This design comes from an exercise in tuning for small area, a short achievable clock period and few clock cycles on the open sky130 flow, not from production work. RTL that was checked went through simulation tests only; none was proved equivalent to the original.

==> inputs of amber <==
Design rrr_codec, start of the top module:
module rrr_codec (
    input  wire        clk,
    input  wire        rst,       
    input  wire        start,
    input  wire [1:0]  op,        
    input  wire [63:0] arg0,
    input  wire [63:0] arg1,
    output wire        ready,
    output reg         done,
    output reg         fault,     
    output wire [63:0] finfo,     
    output wire [63:0] res0,
    output wire [63:0] res1
);
make LEC_CHECK=0 ABC_AREA=1 CAP_MARGIN=20 CORE_MARGIN=2 CORE_UTILIZATION=15 PLACE_DENSITY=0.25 SLEW_MARGIN=20 SYNTH_MEMORY_MAX_BITS=262144 finish   # period 10.0 ns
run.sh (not shown) runs the stock make flow with config.mk's settings and CLKGATE_MAP_FILE= SYNTH_SCRIPT=/design/flow/synth_recipe.tcl, a recipe that flattens the netlist after the stock synthesis.
==> ember: changes against amber <==
CORE_UTILIZATION = 22   (was 15)
PLACE_DENSITY = 0.35   (was 0.25)
==> pepper: changes against amber <==
CORE_UTILIZATION = 30   (was 15)
PLACE_DENSITY = 0.45   (was 0.25)
==> comparison table <==
Run status: amber stopped before the end; ember stopped before the end; pepper stopped before the end
Last stage reached: amber global routing; ember global routing; pepper global routing
Library cell used as clock root buffer: amber sky130_fd_sc_hd__clkbuf_16; ember sky130_fd_sc_hd__clkbuf_16; pepper sky130_fd_sc_hd__clkbuf_16
XOR/XNOR share of the synthesized area: amber 4.56%; ember 4.56%; pepper 4.56%
Warnings, synthesis: amber 1; ember 1; pepper 1
Chip Height: amber 710 microns; ember 587 microns; pepper 503 microns
Cells after synthesis: amber 12400; ember 12400; pepper 12400
Share of flip-flops with an asynchronous set or reset after synthesis: amber 0%; ember 0%; pepper 0%
Largest area contributor in the netlist: amber sky130_fd_sc_hd__edfxtp_1; ember sky130_fd_sc_hd__edfxtp_1; pepper sky130_fd_sc_hd__edfxtp_1
Top-Level Pins: amber 328; ember 328; pepper 328
Detailed-placement wirelength estimate: amber 1490000 microns; ember 923000 microns; pepper 888000 microns
Die X: amber 710 microns; ember 587 microns; pepper 503 microns
Count of H-tree levels built during CTS: amber 2; ember 2; pepper 2
Gp weighted congestion: amber 1.36; ember 1.94; pepper 1.84
Number of gates given a new drive strength after cts: amber 0; ember 15; pepper 1
# hold bufs at CTS: amber 0; ember 0; pepper 0
FP Rows: amber 259; ember 213; pepper 183
Total placed instance area: amber 100000 sq um; ember 89800 sq um; pepper 88800 sq um
Initial Utilization: amber 15.0%; ember 22.1%; pepper 30.1%
Inst Count DP: amber 20300; ember 17500; pepper 16300
Worst slack at placement: amber 0.797 ns; ember -0.348 ns; pepper 0.0836 ns
Inserted Clock Buffers: amber 45; ember 45; pepper 46
Number of register bits inferred by synthesis: amber 344; ember 344; pepper 344
Share of synthesized cell area in and, or, nand and nor gates: amber 25.1%; ember 25.1%; pepper 25.1%
No functional check of the RTL was part of any run of this note.


==> inputs of v34 <==
==> flow/design.v <==
module rrr_codec (
    input  wire        clk,
    input  wire        rst,       
    input  wire        start,
    input  wire [1:0]  op,        
    input  wire [63:0] arg0,
    input  wire [63:0] arg1,
    output wire        ready,
    output reg         done,
    output reg         fault,     
    output reg  [63:0] finfo,     
    output reg  [63:0] res0,
    output reg  [63:0] res1
);
    localparam [1:0] OP_BINOM  = 2'd0;
    localparam [1:0] OP_CLSZ   = 2'd1;
    localparam [1:0] OP_ENCODE = 2'd2;
    localparam [1:0] OP_DECODE = 2'd3;
    localparam [3:0] S_IDLE  = 4'd0;
    localparam [3:0] S_INIT  = 4'd1;    
    localparam [3:0] S_BIN   = 4'd2;    
    localparam [3:0] S_BDONE = 4'd3;    
    localparam [3:0] S_MUL   = 4'd4;    
    localparam [3:0] S_DIV   = 4'd5;    
    localparam [3:0] S_ENC   = 4'd6;    
    localparam [3:0] S_DEC   = 4'd7;    
    localparam [3:0] S_DFIX  = 4'd8;    
    reg [3:0]  state;
    reg [3:0]  ret;       
    reg [1:0]  op_q;
    reg [63:0] a0_q;
    reg [63:0] a1_q;
    reg [5:0]  bn;
    reg [5:0]  bk;        
    reg [5:0]  bi;
    reg [59:0] v;
    reg [5:0]  mul;
    reg [5:0]  dvs;
    reg [65:0] p;         
    reg [59:0] q;         
    reg [5:0]  rem;
    reg [6:0]  cnt;
    reg [62:0] blk;       
    reg [5:0]  n;         
    reg [5:0]  kk;        
    reg [5:0]  pos;       
    reg [59:0] acc;       
    assign ready = (state == S_IDLE);
    wire [6:0] rtrial = {rem, p[65]};
    wire       qbit   = (rtrial >= {1'b0, dvs});
    wire [6:0] rnext  = qbit ? (rtrial - {1'b0, dvs}) : rtrial;
    reg [5:0] clsz;
    always @* begin
        case (a0_q[5:0])
            6'd0:  clsz = 6'd1;   6'd1:  clsz = 6'd6;   6'd2:  clsz = 6'd11;  6'd3:  clsz = 6'd16;
            6'd4:  clsz = 6'd20;  6'd5:  clsz = 6'd23;  6'd6:  clsz = 6'd27;  6'd7:  clsz = 6'd30;
            6'd8:  clsz = 6'd32;  6'd9:  clsz = 6'd35;  6'd10: clsz = 6'd37;  6'd11: clsz = 6'd40;
            6'd12: clsz = 6'd42;  6'd13: clsz = 6'd44;  6'd14: clsz = 6'd46;  6'd15: clsz = 6'd47;
            6'd16: clsz = 6'd49;  6'd17: clsz = 6'd50;  6'd18: clsz = 6'd52;  6'd19: clsz = 6'd53;
            6'd20: clsz = 6'd54;  6'd21: clsz = 6'd55;  6'd22: clsz = 6'd56;  6'd23: clsz = 6'd57;
            6'd24: clsz = 6'd58;  6'd25: clsz = 6'd58;  6'd26: clsz = 6'd59;  6'd27: clsz = 6'd59;
            6'd28: clsz = 6'd60;  6'd29: clsz = 6'd60;  6'd30: clsz = 6'd60;  6'd31: clsz = 6'd60;
            6'd32: clsz = 6'd60;  6'd33: clsz = 6'd60;  6'd34: clsz = 6'd60;  6'd35: clsz = 6'd60;
            6'd36: clsz = 6'd59;  6'd37: clsz = 6'd59;  6'd38: clsz = 6'd58;  6'd39: clsz = 6'd58;
            6'd40: clsz = 6'd57;  6'd41: clsz = 6'd56;  6'd42: clsz = 6'd55;  6'd43: clsz = 6'd54;
            6'd44: clsz = 6'd53;  6'd45: clsz = 6'd52;  6'd46: clsz = 6'd50;  6'd47: clsz = 6'd49;
            6'd48: clsz = 6'd47;  6'd49: clsz = 6'd46;  6'd50: clsz = 6'd44;  6'd51: clsz = 6'd42;
            6'd52: clsz = 6'd40;  6'd53: clsz = 6'd37;  6'd54: clsz = 6'd35;  6'd55: clsz = 6'd32;
            6'd56: clsz = 6'd30;  6'd57: clsz = 6'd27;  6'd58: clsz = 6'd23;  6'd59: clsz = 6'd20;
            6'd60: clsz = 6'd16;  6'd61: clsz = 6'd11;  6'd62: clsz = 6'd6;   default: clsz = 6'd1;
        endcase
    end
    reg [5:0] pop;
    integer j;
    always @* begin
        pop = 6'd0;
        for (j = 0; j < 63; j = j + 1)
            pop = pop + {5'd0, a0_q[j]};
    end
    reg [5:0] init_n;
    reg [5:0] init_k;
    always @* begin
        case (op_q)
            OP_ENCODE: begin init_n = 6'd62; init_k = pop;       end
            OP_DECODE: begin init_n = 6'd63; init_k = a0_q[5:0]; end
            default:   begin init_n = a0_q[5:0]; init_k = a1_q[5:0]; end
        endcase
    end
    wire [5:0] init_nk = init_n - init_k;
    always @(posedge clk) begin
        if (rst) begin
            state <= S_IDLE;
            done  <= 1'b0;
            fault <= 1'b0;
            finfo <= 64'd0;
            res0  <= 64'd0;
            res1  <= 64'd0;
        end else begin
            done <= 1'b0;
            case (state)
                S_IDLE: begin
                    if (start) begin
                        op_q  <= op;
                        a0_q  <= arg0;
                        a1_q  <= arg1;
                        state <= S_INIT;
                    end
                end
                S_INIT: begin
                    fault <= 1'b0;
                    bn <= init_n;
                    bk <= (init_k > init_nk) ? init_nk : init_k;
                    bi <= 6'd1;
                    v  <= (init_k > init_n) ? 60'd0 : 60'd1;
                    case (op_q)
                        OP_BINOM: begin
                            if (a0_q > 64'd63) begin
                                fault <= 1'b1; finfo <= a0_q;
                                done  <= 1'b1;
                                state <= S_IDLE;
                            end else if (a1_q > 64'd63) begin
                                fault <= 1'b1; finfo <= a1_q;
                                done  <= 1'b1;
                                state <= S_IDLE;
                            end else begin
                                state <= S_BIN;
                            end
                        end
                        OP_CLSZ: begin
                            if (a0_q > 64'd63) begin
                                fault <= 1'b1; finfo <= a0_q;
                            end else begin
                                res0 <= {58'd0, clsz};
                            end
                            done  <= 1'b1;
                            state <= S_IDLE;
                        end
                        OP_ENCODE: begin
                            if (a0_q[63]) begin
                                fault <= 1'b1; finfo <= a0_q;
                                done  <= 1'b1;
                                state <= S_IDLE;
                            end else begin
                                blk   <= a0_q[62:0];
                                n     <= 6'd63;
                                kk    <= pop;
                                acc   <= 60'd0;
                                res0  <= {58'd0, pop};
                                state <= S_BIN;
                            end
                        end
                        default: begin  
                            if (a0_q > 64'd63) begin
                                fault <= 1'b1; finfo <= a0_q;
                                done  <= 1'b1;
                                state <= S_IDLE;
                            end else begin
                                kk    <= a0_q[5:0];
                                state <= S_BIN;
                            end
                        end
                    endcase
                end
                S_BIN: begin
                    if (bi > bk || v == 60'd0) begin
                        state <= S_BDONE;
                    end else begin
                        mul   <= bn - bk + bi;
                        dvs   <= bi;
                        bi    <= bi + 6'd1;
                        ret   <= S_BIN;
                        state <= S_MUL;
                    end
                end
                S_BDONE: begin
                    case (op_q)
                        OP_BINOM: begin
                            res0  <= {4'd0, v};
                            done  <= 1'b1;
                            state <= S_IDLE;
                        end
                        OP_ENCODE: begin
                            state <= S_ENC;
                        end
                        default: begin
                            if (a1_q >= {4'd0, v}) begin
                                fault <= 1'b1; finfo <= a1_q;
                                done  <= 1'b1;
                                state <= S_IDLE;
                            end else if (kk == 6'd0) begin
                                res0  <= 64'd0;
                                done  <= 1'b1;
                                state <= S_IDLE;
                            end else begin
                                blk   <= 63'd0;
                                n     <= 6'd63;
                                pos   <= 6'd0;
                                acc   <= a1_q[59:0];
                                mul   <= 6'd63 - kk;
                                dvs   <= 6'd63;
                                ret   <= S_DEC;
                                state <= S_MUL;
                            end
                        end
                    endcase
                end
                S_MUL: begin
                    p     <= {6'd0, v} * {60'd0, mul};
                    rem   <= 6'd0;
                    cnt   <= 7'd66;
                    state <= S_DIV;
                end
                S_DIV: begin
                    rem <= rnext[5:0];
                    q   <= {q[58:0], qbit};
                    p   <= {p[64:0], 1'b0};
                    cnt <= cnt - 7'd1;
                    if (cnt == 7'd1) begin
                        v     <= {q[58:0], qbit};
                        state <= ret;
                    end
                end
                S_ENC: begin
                    if (blk[0]) begin
                        acc <= acc + v;
                        kk  <= kk - 6'd1;
                    end
                    blk <= blk >> 1;
                    n   <= n - 6'd1;
                    if (n == 6'd1) begin
                        res1  <= {4'd0, (blk[0] ? acc + v : acc)};
                        done  <= 1'b1;
                        state <= S_IDLE;
                    end else begin
                        mul   <= blk[0] ? kk : (n - 6'd1 - kk);
                        dvs   <= n - 6'd1;
                        ret   <= S_ENC;
                        state <= S_MUL;
                    end
                end
                S_DEC: begin
                    if (kk > 6'd1) begin
                        if (acc >= v) begin
                            blk[pos] <= 1'b1;
                            acc      <= acc - v;
                            kk       <= kk - 6'd1;
                            mul      <= kk;
                        end else begin
                            mul      <= n - 6'd1 - kk;
                        end
                        pos   <= pos + 6'd1;
                        n     <= n - 6'd1;
                        dvs   <= n - 6'd1;
                        ret   <= S_DEC;
                        state <= S_MUL;
                    end else begin
                        res0  <= {1'b0, blk | (63'd1 << (6'd62 - acc[5:0]))};
                        done  <= 1'b1;
                        state <= S_IDLE;
                    end
                end
                default: state <= S_IDLE;
            endcase
        end
    end
endmodule
==> flow/run.sh <==
#!/bin/bash
# synth_recipe.tcl (not shown) runs the flow's synth.tcl, then flattens the netlist and writes it again
# the make line also repeats each setting of config.mk as NAME=value (left out here)
make -C /OpenROAD-flow-scripts/flow DESIGN_CONFIG=/design/flow/config.mk WORK_HOME=/design/flow/orfs CLKGATE_MAP_FILE= SYNTH_SCRIPT=/design/flow/synth_recipe.tcl finish
==> flow/config.mk <==
export PLATFORM = sky130hd
export DESIGN_NAME = rrr_codec
export DESIGN_NICKNAME = rrr_codec
export VERILOG_FILES = /design/flow/design.v
export SDC_FILE = /design/flow/constraint.sdc
export NUM_CORES = 4
export LEC_CHECK = 0
export CAP_MARGIN = 20
export CORE_MARGIN = 2
export CORE_UTILIZATION = 40
export PLACE_DENSITY = 0.6
export SLEW_MARGIN = 20
==> flow/constraint.sdc <==
create_clock -name core_clock -period 10.0 [get_ports {clk}]
set_input_delay 2.0000 -clock core_clock [delete_from_list [all_inputs] [get_ports {clk}]]
set_output_delay 2.0000 -clock core_clock [all_outputs]
set_load 0.01 [all_outputs]
==> v27 (differences from v34) <==
--- a/flow/design.v
+++ b/flow/design.v
@@ -37,5 +37,5 @@
     reg [5:0]  mul;
     reg [5:0]  dvs;
-    reg [65:0] p;         
+    reg [59:0] p;         
     reg [59:0] q;         
     reg [5:0]  rem;
@@ -47,7 +47,17 @@
     reg [59:0] acc;       
     assign ready = (state == S_IDLE);
-    wire [6:0] rtrial = {rem, p[65]};
-    wire       qbit   = (rtrial >= {1'b0, dvs});
-    wire [6:0] rnext  = qbit ? (rtrial - {1'b0, dvs}) : rtrial;
+    reg [6:0]  rtrial;
+    reg [5:0]  rnext;
+    reg [3:0]  qbits;
+    integer    st;
+    always @* begin
+        rnext = rem;
+        for (st = 0; st < 4; st = st + 1) begin
+            rtrial = {rnext, p[59 - st]};
+            qbits[3 - st] = (rtrial >= {1'b0, dvs});
+            rtrial = qbits[3 - st] ? (rtrial - {1'b0, dvs}) : rtrial;
+            rnext = rtrial[5:0];
+        end
+    end
     reg [5:0] clsz;
     always @* begin
@@ -206,16 +216,15 @@
                 end
                 S_MUL: begin
-                    p     <= {6'd0, v} * {60'd0, mul};
-                    rem   <= 6'd0;
-                    cnt   <= 7'd66;
+                    {rem, p} <= {6'd0, v} * {60'd0, mul};
+                    cnt   <= 7'd15;
                     state <= S_DIV;
                 end
                 S_DIV: begin
-                    rem <= rnext[5:0];
-                    q   <= {q[58:0], qbit};
-                    p   <= {p[64:0], 1'b0};
+                    rem <= rnext;
+                    q   <= {q[55:0], qbits};
+                    p   <= {p[55:0], 4'd0};
                     cnt <= cnt - 7'd1;
                     if (cnt == 7'd1) begin
-                        v     <= {q[58:0], qbit};
+                        v     <= {q[55:0], qbits};
                         state <= ret;
                     end
==> notes.md <==
status no timing/DRC/antenna violations; Vias per Instance 6.04; R2R Path End rem[2]$_DFFE_PP_
-- figures above: v27

==> notes.md <==
status no timing/DRC/antenna violations; Vias per Instance 6.05; DR vias ~48000; cell taking the most area after synthesis edfxtp_1; Final Wtd Congestion 0.996; I/O pin total 328; R2R Path End bk[2]$_DFFE_PP_
-- figures above: v34

Testbench counts of v34, summed over its fixed seeds: cycles 11,442,552.
Testbench counts of v27, summed over its fixed seeds: cycles 2,868,891.

[re-timing with driven ports]
The flow's constraints put no driver on any port. The routed layouts listed below were extracted and timed again, unchanged, in two steps. Step 1, drivers: a clkbuf_16 drives clk and a buf_2 each remaining input, both assumed. Step 2 also shifts input and output timing later by t, the mid clock arrival at the registers, as if the neighbouring blocks saw the same clock. Slacks: no drivers / after step 1 / after step 2; pairs: no drivers / after step 1.
| run | shift t [ns] | setup slack, ns | hold slack, ns | cell pins on the clock port's net |
|---|---|---|---|---|
| v34 | 0.787 | 1.245 / 1.245 / 1.245 | 0.419 / 0.419 / 0.419 | 1 |
| v27 | 0.796 | 0.731 / 0.731 / 0.731 | 0.443 / 0.443 / 0.443 | 1 |
After both steps every run listed still meets setup and hold.
